Source: an optimization exercise on an open RTL-to-GDS flow (aim: small area, a short achievable clock period and few clock cycles). Production flows keep margins and buffers that such runs may drop.
In this exercise RTL edits were held to simulation tests only and were not proved equivalent to the original.

== v6 ==
## bluenumi_led
module bluenumi_led (
    input  wire        clk,
    input  wire        rst,           
    input  wire        cmd_valid,
    output wire        cmd_ready,
    input  wire [63:0] cmd_word,
    input  wire [31:0] cmd_now,       
    output wire        rsp_valid,
    output wire [3:0]  rsp_status,
    output wire [31:0] led_level      
);
    reg        led_en;
    reg        led_paused;
    reg        led_pattern;
    reg  [7:0] lvl [0:3];
    reg        rst_q;        
    reg        busy;         
    reg        phase;        
    reg        upd_q;        
    reg        rnz_q;        
    reg  [2:0] a_q;          
    reg  [1:0] t_q;          
    reg  [7:0] s2_q;         
    wire accept, ok, rnz, two_cyc, live_upd, is_pause, is_res, is_en, is_pat;
    wire b0 = cmd_word[0];
    wire last = busy & (~upd_q | ~led_pattern | phase);
    assign cmd_ready = ~busy;
    bn_resp u_resp (
        .rst(rst), .cmd_valid(cmd_valid), .cmd_word(cmd_word),
        .busy(busy), .last(last), .rnz_q(rnz_q), .led_en(led_en), .led_paused(led_paused),
        .rsp_valid(rsp_valid), .rsp_status(rsp_status),
        .accept(accept), .ok(ok), .rnz(rnz), .two_cyc(two_cyc), .live_upd(live_upd),
  ...
Size: ~970 cells after synthesis, about 140 I/O pins, roughly 0.0069 sq mm of cells after synthesis.
==> flow/config.mk <==
export PLATFORM = sky130hd
export DESIGN_NAME = bluenumi_led
export DESIGN_NICKNAME = bluenumi_led
export VERILOG_FILES = /design/flow/design.v
export SDC_FILE = /design/flow/constraint.sdc
export NUM_CORES = 4
export LEC_CHECK = 0
export ABC_AREA = 1
export CAP_MARGIN = 20
export CORE_MARGIN = 2
export CORE_UTILIZATION = 45
export PLACE_DENSITY = 0.6
export SLEW_MARGIN = 20
export SYNTH_HIERARCHICAL = 1
export SYNTH_MEMORY_MAX_BITS = 131072
==> flow/constraint.sdc <==
create_clock -name core_clock -period 30.0 [get_ports {clk}]
set_input_delay 6.0000 -clock core_clock [delete_from_list [all_inputs] [get_ports {clk}]]
set_output_delay 6.0000 -clock core_clock [all_outputs]
set_load 0.01 [all_outputs]
standard.sh (not shown) runs the stock make flow with config.mk's settings and CLKGATE_MAP_FILE= SYNTH_SCRIPT=/design/flow/synth_recipe.tcl, a recipe that flattens the netlist after the stock synthesis.
==> flow/flow/run.sh <==
#!/bin/bash
# The standard layout (standard.sh) with these changes:
# - the buffers that buffer_ports puts on every input and output port are
#   sky130_fd_sc_hd__buf_1 cells instead of the tool's default pick
#   (clkdlybuf4s50_1, a delay cell);
# - after the standard synthesis, the netlist's combinational logic is
#   improved without touching any register (same cells, same names):
#   flow/fa_polarity.py removes inverters around the full-adder cells (a full
#   adder is self-dual), then flow/remap.py maps the logic again with ABC
#   (flow/remap.abc, the standard dont_use list in flow/dontuse.txt), keeping
#   flip-flops, adder cells and the logic of the rsp_valid/rsp_status paths as
#   they are. The netlist computes the same function; the standard flow then
#   goes on from it.
# Logs: synth.log, standard.log (make's output), fa_polarity.log, remap.log
# (and the netlist's .remap.log beside it), and ORFS's own logs in orfs/logs.
set -euo pipefail
ARGS='BUFFER_PORTS_ARGS=-buffer_cell sky130_fd_sc_hd__buf_1'
R=orfs/results/${FLOW_PLATFORM:-sky130hd}/bluenumi_led/base
bash standard.sh "$ARGS" synth > synth.log 2>&1
python3 flow/fa_polarity.py "$R/1_2_yosys.v" > fa_polarity.log 2>&1
python3 flow/remap.py "$R/1_2_yosys.v" flow/remap.abc flow/dontuse.txt rsp_valid rsp_status > remap.log 2>&1
rm -f "$R/1_synth.odb" "$R/1_synth.sdc"
bash standard.sh "$ARGS" finish > standard.log 2>&1
==> flow/flow/remap.abc <==
strash
dch -f
map -a
topo
stime -c
buffer -c
upsize -c
dnsize -c
Other scripts of this flow, unchanged in this note and not shown: flow/flow/dontuse.txt, flow/flow/fa_polarity.py, flow/flow/remap.py
v6 did not stop at any stage, and its layout met the timing, DRC and antenna checks.
Testbench counts of v6, summed over its fixed seeds: cycles 37,036.
Inputs modified between v6 and v7:
==> flow/flow/remap.abc <==
strash
&get -n
&st
&dch -f
&nf -R 1000
&put
topo
stime -c
buffer -c
upsize -c
dnsize -c
### Flow results
v7 completed; timing, DRC and antenna clean. Post-synth design cell area delta (v7 − v6): favourable. Delta (v7 minus v6): instance count after placement with tap cells included lost about 11%; synthesized area per cell picked up an extra about 12%; count of non-filler cells in the finished layout lost 143. Comparing v6 and v7, the higher via count was measured on v6.

---

Setup of job 4225:
bluenumi_led, a different RTL version from the one above (not shown whole).
Size in the first run: about 980 cells after synthesis, about 6700 um2 of cells after synthesis.
clock: 30.0 ns
lec_check: 0
abc_area: 1
cap_margin: 20
core_margin: 2
core_utilization: 45
cts_buf_list: sky130_fd_sc_hd__clkbuf_8
cts_cluster_size: 60
place_density: 0.6
slew_margin: 20
synth_hierarchical: 1
synth_memory_max_bits: 131072
==> flow/flow/run.sh <==
#!/bin/bash
# The standard layout (standard.sh) with these changes:
# - the buffers that buffer_ports puts on every input and output port are
#   sky130_fd_sc_hd__buf_1 cells instead of the tool's default pick
#   (clkdlybuf4s50_1, a delay cell);
# - after the standard synthesis, the netlist's combinational logic is
#   improved without touching any register (same cells, same names):
#   flow/fa_polarity.py removes inverters around the full-adder cells (a full
#   adder is self-dual), then flow/remap.py maps the logic again with ABC
#   (flow/remap.abc, the standard dont_use list in flow/dontuse.txt), keeping
#   flip-flops, full-adder cells and the logic of the rsp_valid/rsp_status paths as
#   they are. The netlist computes the same function; the standard flow then
#   goes on from it.
# Logs: synth.log, standard.log (make's output), fa_polarity.log, remap.log
# (and the netlist's .remap.log beside it), and ORFS's own logs in orfs/logs.
set -euo pipefail
ARGS='BUFFER_PORTS_ARGS=-buffer_cell sky130_fd_sc_hd__buf_1'
R=orfs/results/${FLOW_PLATFORM:-sky130hd}/bluenumi_led/base
bash standard.sh "$ARGS" synth > synth.log 2>&1
python3 flow/fa_polarity.py "$R/1_2_yosys.v" > fa_polarity.log 2>&1
python3 flow/remap.py "$R/1_2_yosys.v" flow/remap.abc flow/dontuse.txt rsp_valid rsp_status > remap.log 2>&1
rm -f "$R/1_synth.odb" "$R/1_synth.sdc"
bash standard.sh "$ARGS" finish > standard.log 2>&1
==> flow/flow/remap.abc <==
strash
dch -f
map -D 3500
topo
stime -c
buffer -c
upsize -c -D 4200
dnsize -c -D 4200
Other scripts of this flow, unchanged in this note and not shown: flow/flow/dontuse.txt, flow/flow/fa_polarity.py, flow/flow/remap.py
Testbench counts of job 4225, summed over its fixed seeds: cycles 37,036.
[inputs] job 7879 vs job 4225
Settings: CTS_BUF_LIST no longer set, was sky130_fd_sc_hd__clkbuf_8; CTS_CLUSTER_SIZE no longer set, was 60.
-- flow/flow/run.sh --
<<< job 4225, line 14
# Logs: synth.log, standard.log (make's output), fa_polarity.log, remap.log
# (and the netlist's .remap.log beside it), and ORFS's own logs in orfs/logs.
>>> job 7879, line 14
<<< job 4225, line 18
>>> job 7879, line 16
MARGIN='SETUP_SLACK_MARGIN=16.9'
<<< job 4225, line 23
bash standard.sh "$ARGS" finish > standard.log 2>&1
>>> job 7879, line 22
bash standard.sh "$ARGS" "$MARGIN" finish > standard.log 2>&1
==> flow/flow/remap.abc <==
strash
dch -f
map -a
topo
stime -c
buffer -c
upsize -c
dnsize -c
Area used by multi-input combinational logic (job 7879 vs. job 4225) increases by a few percent
Job 7879 — sequential share of layout area 1.2 points lower, job 4225 as reference
A end point of the critical path of rsp_valid is what job 7879 shows, while rsp_status[2] belongs to job 4225.
Of job 4225 and job 7879, the lower area added between synthesis and finish belongs to job 4225.
Cmp job 4225 and job 7879 / count of cells along the worst register-to-register path / lower: job 4225
Job 7879: synthesized area 2.1% above job 4225
Comparing job 4225 and job 7879, number of placement rows is lower on job 4225.
Actual slew at the worst max-slew pin for job 7879 is higher than for job 4225.
Summary of job 7879 over job 4225: core region area now larger.

---

bluenumi_led again, from the RTL that the note above started with.
export LEC_CHECK = 0
export ABC_AREA = 1
export CAP_MARGIN = 20
export CORE_MARGIN = 2
export CORE_UTILIZATION = 45
export CTS_BUF_LIST = sky130_fd_sc_hd__clkbuf_8
export PLACE_DENSITY = 0.6
export SLEW_MARGIN = 20
export SYNTH_HIERARCHICAL = 1
export SYNTH_MEMORY_MAX_BITS = 131072
create_clock -name core_clock -period 30.0 [get_ports {clk}]
==> flow/flow/run.sh <==
#!/bin/bash
# The standard layout (standard.sh) with these changes:
# - the buffers that buffer_ports puts on every input and output port are
#   sky130_fd_sc_hd__buf_1 cells instead of the tool's default pick
#   (clkdlybuf4s50_1, a delay cell);
# - after the standard synthesis, the netlist's combinational logic is
#   improved without touching any register (same cells, same names):
#   flow/fa_polarity.py removes inverters around the full-adder cells (a full
#   adder is self-dual), then flow/remap.py maps the logic again with ABC
#   (flow/remap.abc, the standard dont_use list in flow/dontuse.txt), keeping
#   flip-flops, full-adder cells and the logic of the rsp_valid/rsp_status paths as
#   they are. The netlist computes the same function; the standard flow then
#   goes on from it.
# Logs: synth.log, standard.log (make's output), fa_polarity.log, remap.log
# (and the netlist's .remap.log beside it), and ORFS's own logs in orfs/logs.
set -euo pipefail
ARGS='BUFFER_PORTS_ARGS=-buffer_cell sky130_fd_sc_hd__buf_1'
R=orfs/results/${FLOW_PLATFORM:-sky130hd}/bluenumi_led/base
bash standard.sh "$ARGS" synth > synth.log 2>&1
python3 flow/fa_polarity.py "$R/1_2_yosys.v" > fa_polarity.log 2>&1
python3 flow/remap.py "$R/1_2_yosys.v" flow/remap.abc flow/dontuse.txt rsp_valid rsp_status > remap.log 2>&1
rm -f "$R/1_synth.odb" "$R/1_synth.sdc"
bash standard.sh "$ARGS" finish > standard.log 2>&1
==> flow/flow/remap.abc <==
strash
dch -f
map -D 3500
topo
stime -c
buffer -c
upsize -c -D 4000
dnsize -c -D 4000
Other scripts of this flow, unchanged in this note and not shown: flow/flow/dontuse.txt, flow/flow/fa_polarity.py, flow/flow/remap.py
The baseline produced a clean layout.
Testbench counts at the start, summed over its fixed seeds: cycles 37,036.
Next try:
==> flow/flow/remap.abc (replaced) <==
strash
&get -n
&st
&dch -f
&nf -R 1000
&put
topo
stime -c
buffer -c
upsize -c
dnsize -c
Settings changed: CTS_BUF_LIST sky130_fd_sc_hd__clkbuf_8 to not set.
After rerunning:
- The new run completed without violations
- clock-buffer cell count stays the same
- first-iteration DRC count came out lower by about 13%
- register-to-register slack degrades by 1.4 ns
- cell count decreases by 11%
- hold slack loses 0.020 ns
- cell area goes down by about 2.6%
- maximum frequency goes down by about 9%
- global-route usage drops by 1.5 points
Next try:
--- a/flow/flow/run.sh
+++ b/flow/flow/run.sh
@@ -12,8 +12,7 @@
 #   they are. The netlist computes the same function; the standard flow then
 #   goes on from it.
-# Logs: synth.log, standard.log (make's output), fa_polarity.log, remap.log
-# (and the netlist's .remap.log beside it), and ORFS's own logs in orfs/logs.
 set -euo pipefail
 ARGS='BUFFER_PORTS_ARGS=-buffer_cell sky130_fd_sc_hd__buf_1'
+MARGIN='SETUP_SLACK_MARGIN=17.1'
 R=orfs/results/${FLOW_PLATFORM:-sky130hd}/bluenumi_led/base
 bash standard.sh "$ARGS" synth > synth.log 2>&1
@@ -21,3 +20,3 @@
 python3 flow/remap.py "$R/1_2_yosys.v" flow/remap.abc flow/dontuse.txt rsp_valid rsp_status > remap.log 2>&1
 rm -f "$R/1_synth.odb" "$R/1_synth.sdc"
-bash standard.sh "$ARGS" finish > standard.log 2>&1
+bash standard.sh "$ARGS" "$MARGIN" finish > standard.log 2>&1
==> flow/flow/remap.abc (replaced) <==
strash
dch -f
map -a
topo
stime -c
buffer -c
upsize -c
dnsize -c
After rerunning: The changed run finished clean; hold slack gets better by 0.022 ns; clock skew hardly moves; via count rises by 11%; global-route usage climbs by 1.4 points; die area rises by 5.1%.
Next try:
--- a/flow/flow/run.sh
+++ b/flow/flow/run.sh
@@ -12,7 +12,8 @@
 #   they are. The netlist computes the same function; the standard flow then
 #   goes on from it.
+# Logs: synth.log, standard.log (make's output), fa_polarity.log, remap.log
+# (and the netlist's .remap.log beside it), and ORFS's own logs in orfs/logs.
 set -euo pipefail
 ARGS='BUFFER_PORTS_ARGS=-buffer_cell sky130_fd_sc_hd__buf_1'
-MARGIN='SETUP_SLACK_MARGIN=17.1'
 R=orfs/results/${FLOW_PLATFORM:-sky130hd}/bluenumi_led/base
 bash standard.sh "$ARGS" synth > synth.log 2>&1
@@ -20,3 +21,3 @@
 python3 flow/remap.py "$R/1_2_yosys.v" flow/remap.abc flow/dontuse.txt rsp_valid rsp_status > remap.log 2>&1
 rm -f "$R/1_synth.odb" "$R/1_synth.sdc"
-bash standard.sh "$ARGS" "$MARGIN" finish > standard.log 2>&1
+bash standard.sh "$ARGS" finish > standard.log 2>&1
==> flow/flow/remap.abc (replaced) <==
strash
dch -f
map -D 3500
topo
stime -c
buffer -c
upsize -c -D 4200
dnsize -c -D 4200
The changed run completed with no timing, DRC or antenna violations.
Cell area is lower by roughly a tenth.
Routed wire length shrinks by a little under a tenth.
Non-clock buffer count shrinks by 64.
Final cell count went down by a few percent.
Via count is lower by a few percent.
Setup slack degrades by 0.0053 ns.
Register-to-register slack degrades by 0.30 ns.
Clock skew barely changes.
Core utilization shrinks by 5.2 points.

---

## 12-15
Another version of the RTL of bluenumi_led (not shown whole).
Size in the first run: about 1500 cells after synthesis, roughly 50 flip-flops, about 140 I/O pins, about 9200 µm² of cells after synthesis.
// bluenumi_led
module bluenumi_led (
    input  wire        clk,
    input  wire        rst,           
    input  wire        cmd_valid,
    output wire        cmd_ready,
    input  wire [63:0] cmd_word,
    input  wire [31:0] cmd_now,       
    output wire        rsp_valid,
    output wire [3:0]  rsp_status,
    output wire [31:0] led_level      
);
clock: 30.0 ns
lec_check: 0
abc_area: 1
cap_margin: 20
core_margin: 2
core_utilization: 45
place_density: 0.6
slew_margin: 20
synth_memory_max_bits: 131072
run.sh (not shown) runs the stock make flow with config.mk's settings and CLKGATE_MAP_FILE= SYNTH_SCRIPT=/design/flow/synth_recipe.tcl, a recipe that flattens the netlist after the stock synthesis.
Stock flow here: none of the scripts above is used.
Testbench counts of 12-15, summed over its fixed seeds: cycles 37,036.
Input-level comparison between 03-19 and 12-15:
==> flow/flow/run.sh (new file) <==
#!/bin/bash
# The standard layout (standard.sh), with one change: the buffers that
# buffer_ports puts on every input and output port are sky130_fd_sc_hd__buf_1
# cells instead of the tool's default pick (clkdlybuf4s50_1, a delay cell).
# ORFS's own logs go to orfs/logs; make's output goes to standard.log.
set -euo pipefail
bash standard.sh 'BUFFER_PORTS_ARGS=-buffer_cell sky130_fd_sc_hd__buf_1' finish > standard.log 2>&1
==> flow/standard.sh (new file) <==
#!/bin/bash
# synth_recipe.tcl (not shown) runs the flow's synth.tcl, then flattens the netlist and writes it again
# the make line also repeats each setting of config.mk as NAME=value (left out here)
make -C /OpenROAD-flow-scripts/flow DESIGN_CONFIG=/design/flow/config.mk WORK_HOME=/design/flow/orfs CLKGATE_MAP_FILE= SYNTH_SCRIPT=/design/flow/synth_recipe.tcl "${@:-finish}"
removed: flow/run.sh
Results
- 12-15 went all the way through synthesis, placement and routing and the layout is clean on timing, DRC and antenna.
- The final layout from 03-19, which completed every stage, passed the timing, DRC and antenna checks at the end of the flow.
- 03-19 -> 12-15: non-filler instance count after layout flat
- 03-19 vs. 12-15: wire length reported by the detailed router went down by about 0.9%.
- | headroom to the max-slew limit | lower: 03-19 |
- Hold slack of 12-15 is on par with 03-19.
- Taking 12-15 as the reference point, the non-clock buffer count of 03-19 falls by 2.
- Going from 12-15 to 03-19, routed metal-1 wire length went up by about 2%; synthesis-to-finish area growth went down by 9.1 points.

-- port drivers added, routing unchanged --
No port has a modelled driver above. Below, the same layouts with a new extraction and two added sets of constraints.
Step 1 sets driving cells, clkbuf_16 on the clock port and buf_2 on the other inputs (assumed; they add their load-dependent delay and slew).
Step 2 also shifts input and output timing later by t, the mid clock arrival at the registers, as if the neighbouring blocks saw the same clock.
Slacks: ideal / step 1 / step 2; pairs: ideal / step 1.
run	t, ns	setup slack, ns	worst slew at a driven data input, ns
v6	0.334	16.727 / 16.688 / 16.928	0.04
v7	0.337	16.143 / 16.103 / 16.440	0.04
job 4225	0.364	16.952 / 16.933 / 16.933	0.04
job 7879	0.343	16.916 / 16.886 / 16.886	0.04
the first run of note 3	0.369	16.733 / 16.697 / 16.941	0.04
the second run of note 3	0.344	15.450 / 15.408 / 15.751	0.04
the third run of note 3	0.346	16.947 / 16.916 / 16.916	0.04
the fourth run of note 3	0.343	16.942 / 16.923 / 16.923	0.04
12-15	0.342	15.469 / 15.446 / 15.446	0.08
03-19	0.350	16.203 / 16.181 / 16.181	0.10
After both steps every run listed still meets setup and hold. The setup slack of the third run of note 3, which loses most, moves by -0.031 ns with the drivers and by -0.031 ns with both steps.
